Context: an optimization exercise on an open-source flow, tuned for small area, a short achievable clock period and few clock cycles. The choices shown serve that exercise and are no tape-out recipe.
In this exercise RTL edits were held to simulation tests only and were not proved equivalent to the original.
No activity file was given, so power comes from the tool's default toggle rates.

## run 1
## cache_engine
module cache_engine (
    input  wire        clk,
    input  wire        rst,
    input  wire        req_valid,
    output wire        req_ready,
    input  wire [31:0] req_word,
    input  wire [15:0] req_addr,
    input  wire [63:0] req_data,     
    output reg         resp_valid,
    output reg         resp_fault,
    output reg  [63:0] resp_data,    
    output wire        mem_req,
    output reg         mem_we,
    output reg  [12:0] mem_addr,
    output reg  [63:0] mem_wdata,
    input  wire        mem_ack,
    input  wire [63:0] mem_rdata,
    output reg         dev_we,
    output reg  [15:0] dev_addr,
    output reg  [7:0]  dev_data,
    output reg         fault_valid,
    output reg  [3:0]  fault_code,
    output reg  [3:0]  fault_cache,
    output reg  [1:0]  fault_level,
    output reg  [15:0] fault_addr
);
    localparam OP_GET = 2'd0, OP_PUT = 2'd1, OP_RDLINE = 2'd2, OP_WRLINE = 2'd3;
    localparam ST_I = 2'd0, ST_S = 2'd1, ST_M = 2'd2;
    localparam FC_WRITE_MISS = 4'd2, FC_ILLEGAL = 4'd5;
    wire [1:0] r_op     = req_word[1:0];
    wire [1:0] r_sz     = req_word[5:4];
    wire [3:0] r_cid    = req_word[9:6];
    wire       r_cidbad = r_cid > 4'd2;
    wire       r_ill    = (req_word[31:10] != 22'd0) || (req_word[3:2] != 2'd0) ||
                          (r_op[1] && r_sz != 2'd0) || r_cidbad;
  ...
Size in the first run: about 0.13 sq mm of cells after synthesis.
clock: 10.0 ns
lec_check: 0
cap_margin: 20
core_margin: 2
core_utilization: 40
setup_slack_margin: 5
slew_margin: 20
standard.sh (not shown) runs the stock make flow with config.mk's settings and CLKGATE_MAP_FILE= SYNTH_SCRIPT=/design/flow/synth_recipe.tcl, a recipe that flattens the netlist after the stock synthesis.
==> flow/flow/run.sh <==
#!/bin/bash
# Own layout flow: the standard layout (standard.sh, the standard synthesis
# included) with these changes to how the layout is made:
# - the resizer may change a cell to any cell of the same function, not only
#   to one of the same footprint, and aims for 6 ns of setup slack;
# - the ports get plain buf_2 buffers instead of clkdlybuf4s50_1;
# - the clock tree is built from clkbuf_8, without dummy loads.
# make's full output goes to standard_finish.log in this folder.
set -euo pipefail
bash standard.sh \
  MATCH_CELL_FOOTPRINT=0 \
  SETUP_SLACK_MARGIN=6 \
  "BUFFER_PORTS_ARGS=-buffer_cell sky130_fd_sc_hd__buf_2" \
  "CTS_ARGS=-sink_clustering_enable -repair_clock_nets -buf_list sky130_fd_sc_hd__clkbuf_8 -dont_use_dummy_load" \
  finish > standard_finish.log 2>&1
Run 1 | stages: all done | timing, DRC, antenna: all pass
Testbench counts of run 1, summed over its fixed seeds: cycles 5,608.
--- input diff run 1..run 2 ---
==> flow/flow/run.sh <==
#!/bin/bash
# Own layout flow: the standard layout (standard.sh, the standard synthesis
# included) with these changes to how the layout is made:
# - the resizer may change a cell to any cell of the same function, not only
#   to one of the same footprint, and aims for 5.5 ns of setup slack;
# - the ports get plain buf_2 buffers instead of clkdlybuf4s50_1.
# make's full output goes to standard_finish.log in this folder.
set -euo pipefail
bash standard.sh \
  MATCH_CELL_FOOTPRINT=0 \
  SETUP_SLACK_MARGIN=5.5 \
  "BUFFER_PORTS_ARGS=-buffer_cell sky130_fd_sc_hd__buf_2" \
  finish > standard_finish.log 2>&1
Results
Of run 2 and run 1, it is run 2 that has the lower met3 wirelength from detailed routing.
As far as remaining antenna violation count is concerned, run 1 and run 2 perform about the same.
Run 2 vs. run 1: number of antenna violations at the first check in global routing went down by 5.
Run 2 vs run 1 — cell-internal power climbed by a little under 10%
Between run 1 and run 2, the leakage power figure is higher for run 1.
Comparing run 1 and run 2, the lower fraction of area in non-clock buffers was measured on run 2.
Worst hold slack was higher in the run labelled run 2.
Run 2 ends up with a met2 track demand over resource in global routing that is 2.9 points lower than in run 1.
Edits applied to the flow inputs when going from run 2 to run 3:
--- a/flow/flow/run.sh
+++ b/flow/flow/run.sh
@@ -4,3 +4,3 @@
 # - the resizer may change a cell to any cell of the same function, not only
-#   to one of the same footprint, and aims for 5.5 ns of setup slack;
+#   to one of the same footprint, and aims for 5.5 ns of setup slack, repairing the worst 30% of the endpoints that miss it;
 # - the ports get plain buf_2 buffers instead of clkdlybuf4s50_1.
@@ -11,2 +11,3 @@
   SETUP_SLACK_MARGIN=5.5 \
+  TNS_END_PERCENT=30 \
   "BUFFER_PORTS_ARGS=-buffer_cell sky130_fd_sc_hd__buf_2" \
[summary]
Run 3 vs run 2: final cell count up slightly
[run 3 vs run 2] routed length on met3: higher in run 3
In the reports for run 3 and run 2, the smaller CTS buffer count belongs to run 2.
Non-clock inverter total of the final layout down 1 in run 3 wrt run 2
Total power is higher on run 3
Between run 2 and run 3, the area added between synthesis and finish figures differ only marginally.
[compare] base=run 2 new=run 3: wire length of the first global-routing pass grew by 1.8%, total global routing track utilization rose 0.62 points.
Input-level comparison between run 4 and run 3:
==> flow/run.sh (new file) <==
#!/bin/bash
# synth_recipe.tcl (not shown) runs the flow's synth.tcl, then flattens the netlist and writes it again
# the make line also repeats each setting of config.mk as NAME=value (left out here)
make -C /OpenROAD-flow-scripts/flow DESIGN_CONFIG=/design/flow/config.mk WORK_HOME=/design/flow/orfs CLKGATE_MAP_FILE= SYNTH_SCRIPT=/design/flow/synth_recipe.tcl finish
removed: flow/flow/run.sh
removed: flow/standard.sh
==> run notes <==
Taking run 3 as the reference, in run 4 relative area change from synthesis to final layout saw a decrease, clock network fraction of design power +0.3 points, global-route wire length before repair fell by 5.0%.
Comparing run 4 against run 3, there is no change at all in area after synthesis.
Run 3 has a higher met2 wirelength from detailed routing than run 4.
Run 4: total power consumption of the routed design about 2.8% below run 3

-- static timing again, ports no longer ideal --
How much do the figures lean on ideal ports? The routed layouts below were timed once more, with nothing changed but the port constraints. Step 1 sets driving cells, clkbuf_16 on the clock port and buf_2 on the other inputs (assumed; they add their load-dependent delay and slew). Step 2 times the ports against the registers' clock, not the clock port: input delays grow and output delays shrink by t, the midpoint of the rising clock arrivals with the driver on. a / b / c = ideal / step 1 / step 2; a / b = the first two.
| run | shift t [ns] | setup WS [ns] | latest minus earliest clock arrival (ns) |
|---|---|---|---|
| run 1 | 1.254 | 5.393 / 5.393 / 4.791 | 0.217 / 0.217 |
| run 2 | 1.032 | 5.250 / 5.250 / 4.717 | 0.063 / 0.064 |
| run 3 | 1.038 | 5.087 / 5.087 / 4.255 | 0.076 / 0.076 |
| run 4 | 1.013 | 5.013 / 5.013 / 4.108 | 0.074 / 0.074 |
After both steps setup and hold are still met in every run listed. For run 4, which loses most, drivers alone change the setup slack by 0.000 ns; drivers and shift together by -0.905 ns.
